Background: an optimization exercise with open tools, aiming at small area. Do not read the settings as production practice. RTL that was checked went through simulation tests only; none was proved equivalent to the original. Power figures rest on the tool's default switching activity, not on a simulated workload.

Design modbus_slave, start of the top module:
module modbus_slave (
    input  wire        clk,
    input  wire        rst,            
    input  wire [7:0]  slave_addr,     
    input  wire [9:0]  t35_interval,   
    input  wire        time_unit,      
    input  wire        rx_valid,       
    input  wire [7:0]  rx_data,
    output wire        rx_en,
    output wire        tx_en,
    output wire        tx_valid,       
    output wire [7:0]  tx_data,
    input  wire        tx_ready,
    output wire        mem_req,        
    output wire        mem_we,
    output wire [15:0] mem_addr,
    output wire [31:0] mem_wdata,
    input  wire        mem_ack,
    input  wire [31:0] mem_rdata
);
    localparam [3:0] S_SIL    = 4'b0000,    
                     S_WAIT   = 4'b0001,    
                     S_READ   = 4'b0011,    
                     S_SEND   = 4'b0010,    
                     P_HDR    = 4'b0100,    
                     P_RSEND  = 4'b0101,    
                     P_CRC    = 4'b0110,    
                     P_ALIGN  = 4'b0111,    
                     P_RREQ   = 4'b1000,    
                     P_WSR    = 4'b1001,    
                     P_TAILRD = 4'b1010,    
                     P_WPAIR  = 4'b1011,    
                     P_TAILWR = 4'b1101;    
    localparam integer NB = 118;         
  ...
For scale: about 1800 cells after synthesis, roughly 1000 flip-flops, roughly 130 I/O pins, roughly 36000 um2 of cells after synthesis.
==> flow/config.mk <==
export PLATFORM = sky130hd
export DESIGN_NAME = modbus_slave
export DESIGN_NICKNAME = modbus_slave
export VERILOG_FILES = /design/flow/design.v
export SDC_FILE = /design/flow/constraint.sdc
export NUM_CORES = 4
export LEC_CHECK = 0
export CAP_MARGIN = 10
export CORE_MARGIN = 2
export CORE_UTILIZATION = 70
export PLACE_DENSITY = 0.85
export SLEW_MARGIN = 10
==> flow/constraint.sdc <==
create_clock -name core_clock -period 10.0 [get_ports {clk}]
set_input_delay 2.0000 -clock core_clock [delete_from_list [all_inputs] [get_ports {clk}]]
set_output_delay 2.0000 -clock core_clock [all_outputs]
set_load 0.01 [all_outputs]
standard.sh (not shown) runs the stock make flow with config.mk's settings and CLKGATE_MAP_FILE= SYNTH_SCRIPT=/design/flow/synth_recipe.tcl, a recipe that flattens the netlist after the stock synthesis.
==> flow/flow/run.sh <==
#!/bin/bash
# Standard ORFS layout (the standard.sh, standard synthesis unchanged) with two
# changes: port buffers use the smallest buffer cell, and clock tree synthesis uses
# larger sink clusters and inserts no dummy loads.
set -euo pipefail
export BUFFER_PORTS_ARGS="-buffer_cell sky130_fd_sc_hd__buf_1"
export CTS_ARGS="-sink_clustering_enable -repair_clock_nets -dont_use_dummy_load -buf_list sky130_fd_sc_hd__clkbuf_8 -sink_clustering_size 18 -sink_clustering_max_diameter 50"
bash standard.sh > standard_sh.log 2>&1
Next try:
--- a/flow/flow/run.sh
+++ b/flow/flow/run.sh
@@ -7 +7 @@
-export CTS_ARGS="-sink_clustering_enable -repair_clock_nets -dont_use_dummy_load -buf_list sky130_fd_sc_hd__clkbuf_8 -sink_clustering_size 18 -sink_clustering_max_diameter 50"
+export CTS_ARGS="-sink_clustering_enable -repair_clock_nets -dont_use_dummy_load -buf_list sky130_fd_sc_hd__clkbuf_8 -sink_clustering_size 20 -sink_clustering_max_diameter 60"
Settings changed: CORE_UTILIZATION 70 to 40, GPL_TIMING_DRIVEN set to 0, PLACE_DENSITY 0.85 to 0.55.
=> The changed run went through all stages and came out clean; clock-buffer cell count decreases by 1; power is higher by 0.91%; routed wire length rose by 2.6%; die area climbs by 74%; worst setup slack gets worse by 0.33 ns; worst hold slack loses 0.020 ns; maximum frequency came out lower by 5.5%.

* * *

Another version of the RTL of modbus_slave (not shown whole).
Size: ~1900 cells after synthesis, ~1000 flip-flops, about 130 I/O pins.
==> flow/config.mk <==
export PLATFORM = sky130hd
export DESIGN_NAME = modbus_slave
export DESIGN_NICKNAME = modbus_slave
export VERILOG_FILES = /design/flow/design.v
export SDC_FILE = /design/flow/constraint.sdc
export NUM_CORES = 4
export LEC_CHECK = 0
export CAP_MARGIN = 40
export CORE_MARGIN = 2
export CORE_UTILIZATION = 40
export PLACE_DENSITY = 0.55
export SLEW_MARGIN = 40
==> flow/constraint.sdc <==
create_clock -name core_clock -period 10.0 [get_ports {clk}]
set_input_delay 2.0000 -clock core_clock [delete_from_list [all_inputs] [get_ports {clk}]]
set_output_delay 2.0000 -clock core_clock [all_outputs]
set_load 0.01 [all_outputs]
==> flow/flow/run.sh <==
#!/bin/bash
# Standard ORFS layout (the standard.sh, standard synthesis unchanged) with two
# changes: port buffers use the smallest buffer cell, and clock tree synthesis uses
# larger sink clusters and inserts no dummy loads.
set -euo pipefail
export BUFFER_PORTS_ARGS="-buffer_cell sky130_fd_sc_hd__buf_1"
export CTS_ARGS="-sink_clustering_enable -repair_clock_nets -dont_use_dummy_load -buf_list sky130_fd_sc_hd__clkbuf_8 -sink_clustering_size 20 -sink_clustering_max_diameter 60"
bash standard.sh > standard_sh.log 2>&1
The first run finished with timing, DRC and antenna clean.
Then changed:
==> flow/run.sh (new file) <==
#!/bin/bash
# synth_recipe.tcl (not shown) runs the flow's synth.tcl, then flattens the netlist and writes it again
# the make line also repeats each setting of config.mk as NAME=value (left out here)
make -C /OpenROAD-flow-scripts/flow DESIGN_CONFIG=/design/flow/config.mk WORK_HOME=/design/flow/orfs CLKGATE_MAP_FILE= SYNTH_SCRIPT=/design/flow/synth_recipe.tcl finish
Settings changed: CTS_BUF_LIST set to sky130_fd_sc_hd__clkbuf_8, CTS_CLUSTER_DIAMETER set to 50, CTS_CLUSTER_SIZE set to 16.
removed: flow/flow/run.sh
removed: flow/standard.sh
=> Global-route usage is higher by 0.44 points. Worst setup slack got worse by 0.47 ns. Final area is higher by about 4.5%. Maximum frequency is lower by 7.8%. Core utilization is higher by 2.0 points.
Then changed:
Settings changed: CTS_BUF_LIST sky130_fd_sc_hd__clkbuf_8 to sky130_fd_sc_hd__clkbuf_16, CTS_CLUSTER_DIAMETER 50 to 60, CTS_CLUSTER_SIZE 16 to 30.
After rerunning: Clock-buffer cell count came out lower by 24. Utilization increases by 0.76 points. Area after synthesis does not change. Non-clock buffer count drops by 1. Combinational power hardly moves.
No run of this note included a check of the RTL's function; only the layout flow was run.

* * *

Setup of the baseline:
The RTL this note starts from:
==> flow/design.v <==
module modbus_slave (
    input  wire        clk,
    input  wire        rst,            
    input  wire [7:0]  slave_addr,     
    input  wire [9:0]  t35_interval,   
    input  wire        time_unit,      
    input  wire        rx_valid,       
    input  wire [7:0]  rx_data,
    output wire        rx_en,
    output wire        tx_en,
    output wire        tx_valid,       
    output wire [7:0]  tx_data,
    input  wire        tx_ready,
    output wire        mem_req,        
    output wire        mem_we,
    output wire [15:0] mem_addr,
    output wire [31:0] mem_wdata,
    input  wire        mem_ack,
    input  wire [31:0] mem_rdata
);
    localparam [3:0] S_SIL    = 4'b0000,    
                     S_WAIT   = 4'b0001,    
                     S_READ   = 4'b0011,    
                     S_SEND   = 4'b0010,    
                     P_HDR    = 4'b0100,    
                     P_RSEND  = 4'b0101,    
                     P_CRC    = 4'b0110,    
                     P_ALIGN  = 4'b0111,    
                     P_RREQ   = 4'b1000,    
                     P_WSR    = 4'b1001,    
                     P_TAILRD = 4'b1010,    
                     P_WPAIR  = 4'b1011,    
                     P_TAILWR = 4'b1101;    
    localparam integer NB = 118;         
    reg [3:0]  st;
    reg [9:0]  sil_cnt;    
    reg [7:0]  rx_cur;
    reg [7:0]  rx_len;
    reg        rx_ovf;
    reg        addr_ok;
    reg [7:0]  fc;         
    reg [15:0] a_r;        
    reg [15:0] q_r;        
    reg [8*NB-1:0] dch;    
    reg        exc;        
    reg [15:0] crc;
    reg [2:0]  cnt;        
    wire busy = st[3] | st[2];               
    assign rx_en = !busy && st[0];
    assign tx_en = busy || (st[1] && !st[0]);
    wire        byte_acc = rx_valid && rx_en;       
    wire        tu       = time_unit && !busy && !byte_acc;
    wire        tick     = tu && (sil_cnt == 10'd1);
    wire        frame_b  = byte_acc && !st[1] && (rx_cur != 8'd128);
    wire        fc_rd = (fc == 8'h03) || (fc == 8'h04);
    wire        fc_ws = (fc == 8'h06);
    wire        fc_wm = (fc == 8'h10);
    wire        fc_ok = fc_rd || fc_ws || fc_wm;
    wire        k_rd  = !exc && fc_rd;
    wire        k_ws  = !exc && fc_ws;
    wire        k_wm  = !exc && fc_wm;
    wire [5:0]  lo_sum   = {1'b0, a_r[4:0]} + {1'b0, q_r[5:1]} + {5'd0, q_r[0]};
    wire        range_ok = a_r[15] ? (a_r[14:0] == 15'd0 && lo_sum == 6'd0)
                                   : !(&a_r[14:5] && lo_sum[5] && lo_sum[4:0] != 5'd0);
    wire [7:0]  wmr_need = {q_r[6:0], 1'b1} + 8'd8;       
    wire [7:0]  s117 = dch[8*117 +: 8];
    wire [7:0]  s116 = dch[8*116 +: 8];
    wire [7:0]  s115 = dch[8*115 +: 8];
    wire [7:0]  s114 = dch[8*114 +: 8];
    reg  [7:0]  hdr_byte;
    always @* begin
        case (cnt)
            3'd0: hdr_byte = slave_addr;
            3'd1: hdr_byte = fc;
            3'd2: hdr_byte = exc  ? {6'd0, fc_ok, !fc_ok} :
                             fc_rd ? {q_r[6:0], 1'b0} : a_r[15:8];
            3'd3: hdr_byte = a_r[7:0];
            3'd4: hdr_byte = q_r[15:8];
            default: hdr_byte = q_r[7:0];
        endcase
    end
    assign tx_valid = st[2] && !st[3] && !(st[1] && st[0]);
    assign tx_data  = (st == P_HDR)   ? hdr_byte :
                      (st == P_RSEND) ? dch[7:0] :
                      (st == P_CRC)   ? crc[7:0] : rx_data;
    wire [7:0]  crc_x   = crc[7:0] ^ tx_data;
    wire        crc_p   = ^crc_x;
    wire [15:0] crc_next = {crc_p, crc_p ^ crc_x[7], crc_x[7:2] ^ crc_x[6:1], crc[15] ^ crc_x[1] ^ crc_x[0],
                            crc[14] ^ crc_x[0], crc[13:9], crc[8] ^ crc_p};
    assign mem_req   = st[3];
    assign mem_we    = st[3] && st[0];
    assign mem_addr  = {1'b1, a_r[14:0]};
    assign mem_wdata = fc_ws ? {16'h0000, q_r} : {s115, s114, s117, s116};
    reg  [7:0]  rd_byte;
    always @* begin
        case (cnt[1:0])
            2'd0: rd_byte = mem_rdata[15:8];
            2'd1: rd_byte = mem_rdata[7:0];
            2'd2: rd_byte = mem_rdata[31:24];
            default: rd_byte = mem_rdata[23:16];
        endcase
    end
    wire hdr_last = (exc || fc_rd) ? (cnt == 3'd2) : (cnt == 3'd5);
    wire rd_ld = (st == P_RREQ) && mem_ack;
    wire dsh = (frame_b && rx_cur < 8'd125) ||
               (st == P_ALIGN && rx_len < 8'd125) || rd_ld;
    wire tail_ld = (st == P_TAILRD) && mem_ack;
    always @(posedge clk) begin
        if (dsh)
            dch <= {dch[8*NB-9:0], busy ? rd_byte : rx_data};
        else if (tail_ld)
            dch[8*114 +: 16] <= mem_rdata[31:16];
    end
    reg fin;
    always @(posedge clk) begin
        fin = 1'b0;
        if (rst) begin
            st      <= S_SIL;
            sil_cnt <= t35_interval;
            rx_cur  <= 8'd0;
            rx_ovf  <= 1'b0;
        end else begin
            if (byte_acc) begin
                sil_cnt <= t35_interval;
                if (rx_cur == 8'd128)
                    rx_ovf <= 1'b1;
                else
                    rx_cur <= rx_cur + 8'd1;
            end
            if (frame_b) begin
                crc <= crc_next;
                if (rx_cur == 8'd0) addr_ok <= (rx_data == slave_addr);
                if (rx_cur == 8'd1) fc <= rx_data;
                if (rx_cur < 8'd6) {a_r, q_r} <= {a_r[7:0], q_r, rx_data};
            end
            if (tu) begin
                if (tick) sil_cnt <= t35_interval;
                else      sil_cnt <= sil_cnt - 10'd1;
            end
            case (st)
                S_SIL: if (tick) begin
                    crc <= 16'hFFFF;
                    st  <= S_WAIT;
                end
                S_WAIT: if (tick && rx_cur != 8'd0) begin
                    rx_len <= rx_cur;
                    st     <= S_READ;
                end
                S_READ: if (tick) begin
                    rx_cur <= 8'd0;
                    st     <= S_SEND;
                end
                S_SEND: if (tick) begin
                    crc <= 16'hFFFF;
                    cnt <= 3'd0;
                    st  <= P_HDR;
                    if (rx_ovf || rx_len < 8'd4 || crc != 16'h0000 || !addr_ok)
                        fin = 1'b1;
                    else if (!fc_ok)
                        exc <= 1'b1;
                    else if (rx_len < (fc_wm ? 8'd9 : 8'd8))
                        fin = 1'b1;
                    else if (fc_rd)
                        exc <= (q_r > 16'd61 || !range_ok);
                    else if (fc_ws)
                        exc <= a_r[15];
                    else begin
                        exc <= (q_r > 16'd59 || !range_ok);
                        if (q_r <= 16'd59 && range_ok && rx_len < wmr_need)
                            fin = 1'b1;
                    end
                end
                P_ALIGN: begin
                    if (rx_len < 8'd125)
                        rx_len <= rx_len + 8'd1;
                    else if (q_r[5:0] == 6'd0) fin = 1'b1;
                    else if (q_r[5:0] == 6'd1) st <= P_TAILRD;
                    else                       st <= P_WPAIR;
                end
                P_HDR: begin
                    if (tx_ready) begin
                        crc <= crc_next;
                        cnt <= cnt + 3'd1;
                        if (hdr_last) begin
                            cnt <= 3'd0;
                            st  <= (k_rd && q_r[5:0] != 6'd0) ? P_RREQ : P_CRC;
                        end
                    end
                end
                P_RREQ: begin
                    if (mem_ack) st <= P_RSEND;
                end
                P_RSEND: begin
                    if (tx_ready) begin
                        crc <= crc_next;
                        cnt <= cnt + 3'd1;
                        if (cnt[1:0] == 2'd3) begin
                            q_r[5:1]  <= q_r[5:1] - 5'd1;
                            a_r[14:0] <= a_r[14:0] + 15'd1;
                        end
                        st <= (cnt[0] && q_r[5:0] == {4'd0, cnt[1], !cnt[1]}) ? P_CRC : P_RREQ;
                    end
                end
                P_CRC: begin
                    if (tx_ready) begin
                        crc <= crc_next;
                        cnt <= cnt + 3'd1;
                        if (cnt[0]) begin
                            if (k_ws)      st <= P_WSR;
                            else if (k_wm) st <= P_ALIGN;
                            else                    fin = 1'b1;
                        end
                    end
                end
                P_WSR: begin
                    if (mem_ack) fin = 1'b1;
                end
                P_WPAIR: begin
                    if (mem_ack) begin
                        a_r[14:0] <= a_r[14:0] + 15'd1;
                        q_r[5:1]  <= q_r[5:1] - 5'd1;
                        rx_len    <= 8'd121;
                        st        <= P_ALIGN;
                    end
                end
                P_TAILRD: begin
                    if (mem_ack) st <= P_TAILWR;
                end
                P_TAILWR: begin
                    if (mem_ack) fin = 1'b1;
                end
                default: ;
            endcase
            if (fin) begin
                rx_ovf <= 1'b0;
                st     <= S_SIL;
            end
        end
    end
endmodule
clock: 10.0 ns
lec_check: 0
cap_margin: 10
core_margin: 2
core_utilization: 40
place_density: 0.55
slew_margin: 10
==> flow/flow/run.sh <==
#!/bin/bash
# Standard ORFS layout (the standard.sh, standard synthesis unchanged) with two
# changes: port buffers use the smallest buffer cell, and clock tree synthesis uses
# larger sink clusters and inserts no dummy loads.
set -euo pipefail
export BUFFER_PORTS_ARGS="-buffer_cell sky130_fd_sc_hd__buf_1"
export CTS_ARGS="-sink_clustering_enable -repair_clock_nets -dont_use_dummy_load -buf_list sky130_fd_sc_hd__clkbuf_8 -sink_clustering_size 22 -sink_clustering_max_diameter 60"
bash standard.sh > standard_sh.log 2>&1
The following lists how the candidate was set up differently from the baseline:
- PLACE_DENSITY now 0.8, was 0.55
- CORE_UTILIZATION now 60, was 40
- CAP_MARGIN now 0, was 10
- SLEW_MARGIN now 0, was 10
--- a/flow/flow/run.sh
+++ b/flow/flow/run.sh
@@ -6,3 +6,3 @@
 export BUFFER_PORTS_ARGS="-buffer_cell sky130_fd_sc_hd__buf_1"
-export CTS_ARGS="-sink_clustering_enable -repair_clock_nets -dont_use_dummy_load -buf_list sky130_fd_sc_hd__clkbuf_8 -sink_clustering_size 22 -sink_clustering_max_diameter 60"
+export CTS_ARGS="-sink_clustering_enable -repair_clock_nets -dont_use_dummy_load -buf_list sky130_fd_sc_hd__clkbuf_8 -sink_clustering_size 20 -sink_clustering_max_diameter 60"
 bash standard.sh > standard_sh.log 2>&1
### Flow results
Measured against each other, the baseline and the candidate differ in number of non-filler instances in the completed layout, the lower figure coming from the candidate. Overall die width: the candidate < the baseline. Of the baseline and the candidate, the lower full die area belongs to the candidate. Measured against each other, the baseline and the candidate differ in first-pass GRT wire length, the lower figure coming from the candidate.

[re-timing with driven ports]
In the flow no input, the clock included, has a driving cell. The finished layouts below were timed again as built, in two steps.
Step 1 assumes that a clkbuf_16 drives the clock port and a buf_2 every other input.
Step 2 times the ports against the registers' clock, not the clock port: input delays grow and output delays shrink by t, the midpoint of the rising clock arrivals with the driver on.
Three values: ideal, step 1, step 2; two values: the first two.
| run | t (ns) | slack for setup (ns) | worst setup path after step 2 | slew at the worst register clock pin (ns) | pins driven straight from the clock port |
|---|---|---|---|---|---|
| the first run of note 1 | 0.705 | 4.320 / 4.261 / 4.643 | input to output | 0.11 / 0.11 | 1 |
| the second run of note 1 | 0.707 | 3.991 / 4.019 / 3.313 | input to register | 0.12 / 0.12 | 1 |
| the first run of note 2 | 0.700 | 4.436 / 4.371 / 3.897 | input to register | 0.11 / 0.11 | 1 |
| the second run of note 2 | 0.768 | 3.965 / 3.914 / 3.672 | input to register | 0.10 / 0.10 | 1 |
| the third run of note 2 | 0.706 | 3.987 / 3.911 / 3.671 | input to register | 0.10 / 0.10 | 1 |
| the baseline | 0.701 | 4.239 / 4.181 / 4.322 | input to output | 0.12 / 0.12 | 1 |
| the candidate | 0.689 | 4.276 / 4.217 / 4.386 | input to output | 0.11 / 0.11 | 1 |
After both steps setup and hold are still met in every run listed. For the second run of note 1, which loses most, drivers alone change the setup slack by +0.028 ns; drivers and shift together by -0.678 ns.
